Source: an optimization exercise on an open RTL-to-GDS flow (aim: small area). Production flows keep margins and buffers that such runs may drop.
At most, simulation tests tie the RTL to the original design; equivalence was not proved.

==> run M: inputs <==
==> flow/design.v <==
module u16x8_core (
    input  wire         clk,
    input  wire         rst,         
    input  wire         in_valid,
    input  wire [3:0]   op,
    input  wire [127:0] a,
    input  wire [127:0] b,
    input  wire [31:0]  count,
    output reg          out_valid,
    output reg  [127:0] r,
    output wire         err,
    output reg  [1:0]   cause
);
    wire is_con = (op == 4'h0);
    wire is_min = (op == 4'h1);
    wire is_max = (op == 4'h2);
    wire is_lt  = (op == 4'h3);
    wire is_le  = (op == 4'h4);
    wire is_shr = (op == 4'h5);
    wire is_add = (op == 4'h6);
    wire is_sub = (op == 4'h7);
    wire is_flp = (op == 4'h8);
    wire is_ill = op[3] & (|op[2:0]);
    wire count_neg = count[31];
    wire count_big = |count[30:4];
    wire [3:0] sh = count[3:0] & {4{is_shr}};
    wire inv = ~is_add;            
    wire cin = ~is_add & ~is_le;   
    wire pass_x = is_con | is_flp | (is_shr & ~count_neg & ~count_big);
    genvar i, j;
    generate
        for (i = 0; i < 8; i = i + 1) begin : g_lane
            wire [15:0] x = a[16*i +: 16];
            wire [15:0] y = b[16*i +: 16];
            wire [15:0] yb = y ^ {16{inv}};
            wire [15:0] t;
            wire co;
            assign {co, t} = {1'b0, x} + {1'b0, yb} + {16'd0, cin};
            wire [15:0] s0 = sh[0] ? {1'b0, x[15:1]}   : x;
            wire [15:0] s1 = sh[1] ? {2'b0, s0[15:2]}  : s0;
            wire [15:0] s2 = sh[2] ? {4'b0, s1[15:4]}  : s1;
            wire [15:0] xs = sh[3] ? {8'b0, s2[15:8]}  : s2;
            wire ex = pass_x | (is_min & ~co) | (is_max & co);
            wire ey = (is_min & co) | (is_max & ~co);
            wire et = is_add | (is_sub & co);
            wire k  = (is_add & co) | ((is_lt | is_le) & ~co);
            wire [15:0] xf = {xs[15] ^ is_flp, xs[14:0]};
            wire [15:0] rl = (xf & {16{ex}}) | (y & {16{ey}}) | (t & {16{et}}) | {16{k}};
            always @(posedge clk) r[16*i +: 16] <= rl;
        end
    endgenerate
    always @(posedge clk) begin
        if (rst) out_valid <= 1'b0;
        else     out_valid <= in_valid;
    end
    always @(posedge clk) begin
        cause <= {is_shr & count_neg, is_ill};
    end
    assign err = |cause;
endmodule
==> flow/run.sh <==
#!/bin/bash
# synth_recipe.tcl (not shown) runs the flow's synth.tcl, then flattens the netlist and writes it again
# the make line also repeats each setting of config.mk as NAME=value (left out here)
make -C /OpenROAD-flow-scripts/flow DESIGN_CONFIG=/design/flow/config.mk WORK_HOME=/design/flow/orfs CLKGATE_MAP_FILE= SYNTH_SCRIPT=/design/flow/synth_recipe.tcl finish
==> flow/config.mk <==
export PLATFORM = sky130hd
export DESIGN_NAME = u16x8_core
export DESIGN_NICKNAME = u16x8_core
export VERILOG_FILES = /design/flow/design.v
export SDC_FILE = /design/flow/constraint.sdc
export NUM_CORES = 4
export LEC_CHECK = 0
export CAP_MARGIN = 20
export CORE_MARGIN = 2
export CORE_UTILIZATION = 25
export SLEW_MARGIN = 20
==> flow/constraint.sdc <==
create_clock -name core_clock -period 5.0 [get_ports {clk}]
set_input_delay 1.0000 -clock core_clock [delete_from_list [all_inputs] [get_ports {clk}]]
set_output_delay 1.0000 -clock core_clock [all_outputs]
set_load 0.01 [all_outputs]
==> run Z (differences from run M) <==
==> flow/design.v (replaced) <==
module u16x8_core (
    input  wire         clk,
    input  wire         rst,         
    input  wire         in_valid,
    input  wire [3:0]   op,
    input  wire [127:0] a,
    input  wire [127:0] b,
    input  wire [31:0]  count,
    output reg          out_valid,
    output reg  [127:0] r,
    output reg          err,
    output reg  [1:0]   cause
);
    localparam [3:0] OP_CONSTRUCT = 4'h0;
    localparam [3:0] OP_MINU      = 4'h1;
    localparam [3:0] OP_MAXU      = 4'h2;
    localparam [3:0] OP_LTU       = 4'h3;
    localparam [3:0] OP_LEU       = 4'h4;
    localparam [3:0] OP_SHRU      = 4'h5;
    localparam [3:0] OP_ADDSU     = 4'h6;
    localparam [3:0] OP_SUBSU     = 4'h7;
    localparam [3:0] OP_FLIP      = 4'h8;
    localparam [1:0] CAUSE_NONE      = 2'd0;
    localparam [1:0] CAUSE_ILLEGAL   = 2'd1;
    localparam [1:0] CAUSE_NEG_COUNT = 2'd2;
    localparam [127:0] SIGNFLIP = {8{16'h8000}};
    wire [127:0] fa = a ^ SIGNFLIP;
    wire [127:0] fb = b ^ SIGNFLIP;
    wire        count_neg  = count[31];
    wire        count_big  = ~count[31] & (|count[30:4]);
    wire [3:0]  shamt      = count[3:0];
    wire [127:0] res_min;
    wire [127:0] res_max;
    wire [127:0] res_lt;
    wire [127:0] res_le;
    wire [127:0] res_shr;
    wire [127:0] res_add;
    wire [127:0] res_sub;
    genvar i;
    generate
        for (i = 0; i < 8; i = i + 1) begin : g_lane
            wire [15:0] la  = a[16*i +: 16];
            wire [15:0] lb  = b[16*i +: 16];
            wire [15:0] lfa = fa[16*i +: 16];
            wire [15:0] lfb = fb[16*i +: 16];
            wire [15:0] smin = ($signed(lfa) <= $signed(lfb)) ? lfa : lfb;
            wire [15:0] smax = ($signed(lfa) >= $signed(lfb)) ? lfa : lfb;
            wire        slt  = $signed(lfa) <  $signed(lfb);
            wire        seq  = (lfa == lfb);
            wire [16:0] sum  = {1'b0, la} + {1'b0, lb};
            wire [16:0] diff = {1'b0, la} - {1'b0, lb};
            assign res_min[16*i +: 16] = smin ^ 16'h8000;
            assign res_max[16*i +: 16] = smax ^ 16'h8000;
            assign res_lt[16*i +: 16]  = slt ? 16'hFFFF : 16'h0000;
            assign res_le[16*i +: 16]  = (slt | seq) ? 16'hFFFF : 16'h0000;
            assign res_shr[16*i +: 16] = count_big ? 16'h0000 : (la >> shamt);
            assign res_add[16*i +: 16] = sum[16]  ? 16'hFFFF : sum[15:0];
            assign res_sub[16*i +: 16] = diff[16] ? 16'h0000 : diff[15:0];
        end
    endgenerate
    reg [127:0] r_next;
    reg [1:0]   cause_next;
    always @(*) begin
        r_next     = 128'd0;
        cause_next = CAUSE_NONE;
        case (op)
            OP_CONSTRUCT: r_next = a;
            OP_MINU:      r_next = res_min;
            OP_MAXU:      r_next = res_max;
            OP_LTU:       r_next = res_lt;
            OP_LEU:       r_next = res_le;
            OP_SHRU: begin
                if (count_neg) begin
                    r_next     = 128'd0;
                    cause_next = CAUSE_NEG_COUNT;
                end else begin
                    r_next = res_shr;
                end
            end
            OP_ADDSU:     r_next = res_add;
            OP_SUBSU:     r_next = res_sub;
            OP_FLIP:      r_next = fa;
            default: begin
                r_next     = 128'd0;
                cause_next = CAUSE_ILLEGAL;
            end
        endcase
    end
    always @(posedge clk) begin
        if (rst) begin
            out_valid <= 1'b0;
        end else begin
            out_valid <= in_valid;
        end
    end
    always @(posedge clk) begin
        if (in_valid) begin
            r     <= r_next;
            err   <= (cause_next != CAUSE_NONE);
            cause <= cause_next;
        end
    end
endmodule
==> results.ini <==
[final_layout]
clk_share = 0.0170
fillCellCount = 11000

[synth]
yosysSeqAreaShare = 0.151

[floorplanning]
die_w_um = 328

[status]
status = no timing/DRC/antenna violations

[placement]
dpl.hpwl_um = 96300

[critical_path]
path_buf_inv = 2
slowest_stage = a2111oi_0

[global_routing]
grt_pass1_wl_um = 180000

[worst_hold_path]
min_delay_path_depth = 1

# the run above: run Z

==> results.ini <==
[status]
status = no timing/DRC/antenna violations

[global_routing]
grt_pass1_wl_um = 123000

[final_layout]
fillCellCount = 7035
clk_share = 0.0259

[critical_path]
path_buf_inv = 6

[worst_hold_path]
min_delay_path_depth = 2

[floorplanning]
die_w_um = 267

[synth]
yosysSeqAreaShare = 0.152

[placement]
dpl.hpwl_um = 66800

# the run above: run M

The RTL of run M was laid out without a check of its function.

==> separate check: timing with driven ports <==
No port has a modelled driver above. Below, the same layouts with a new extraction and two added sets of constraints.
Step 1 assumes that a clkbuf_16 drives the clock port and a buf_2 every other input.
Step 2 times the ports against the registers' clock, not the clock port: input delays grow and output delays shrink by t, the midpoint of the rising clock arrivals with the driver on.
Three values: ideal ports, drivers, drivers and shift; two values: the first two.
| run | t (ns) | setup WS [ns] | worst setup path at the end |
|---|---|---|---|
| run M | 0.564 | 0.214 / 0.242 / -0.322 | input to register |
| run Z | 0.593 | 0.415 / 0.443 / -0.150 | input to register |
Met with ideal ports but missed after step 2: setup timing in run M and run Z. The setup slack of run Z, which loses most, moves by +0.028 ns with the drivers and by -0.565 ns with both steps.
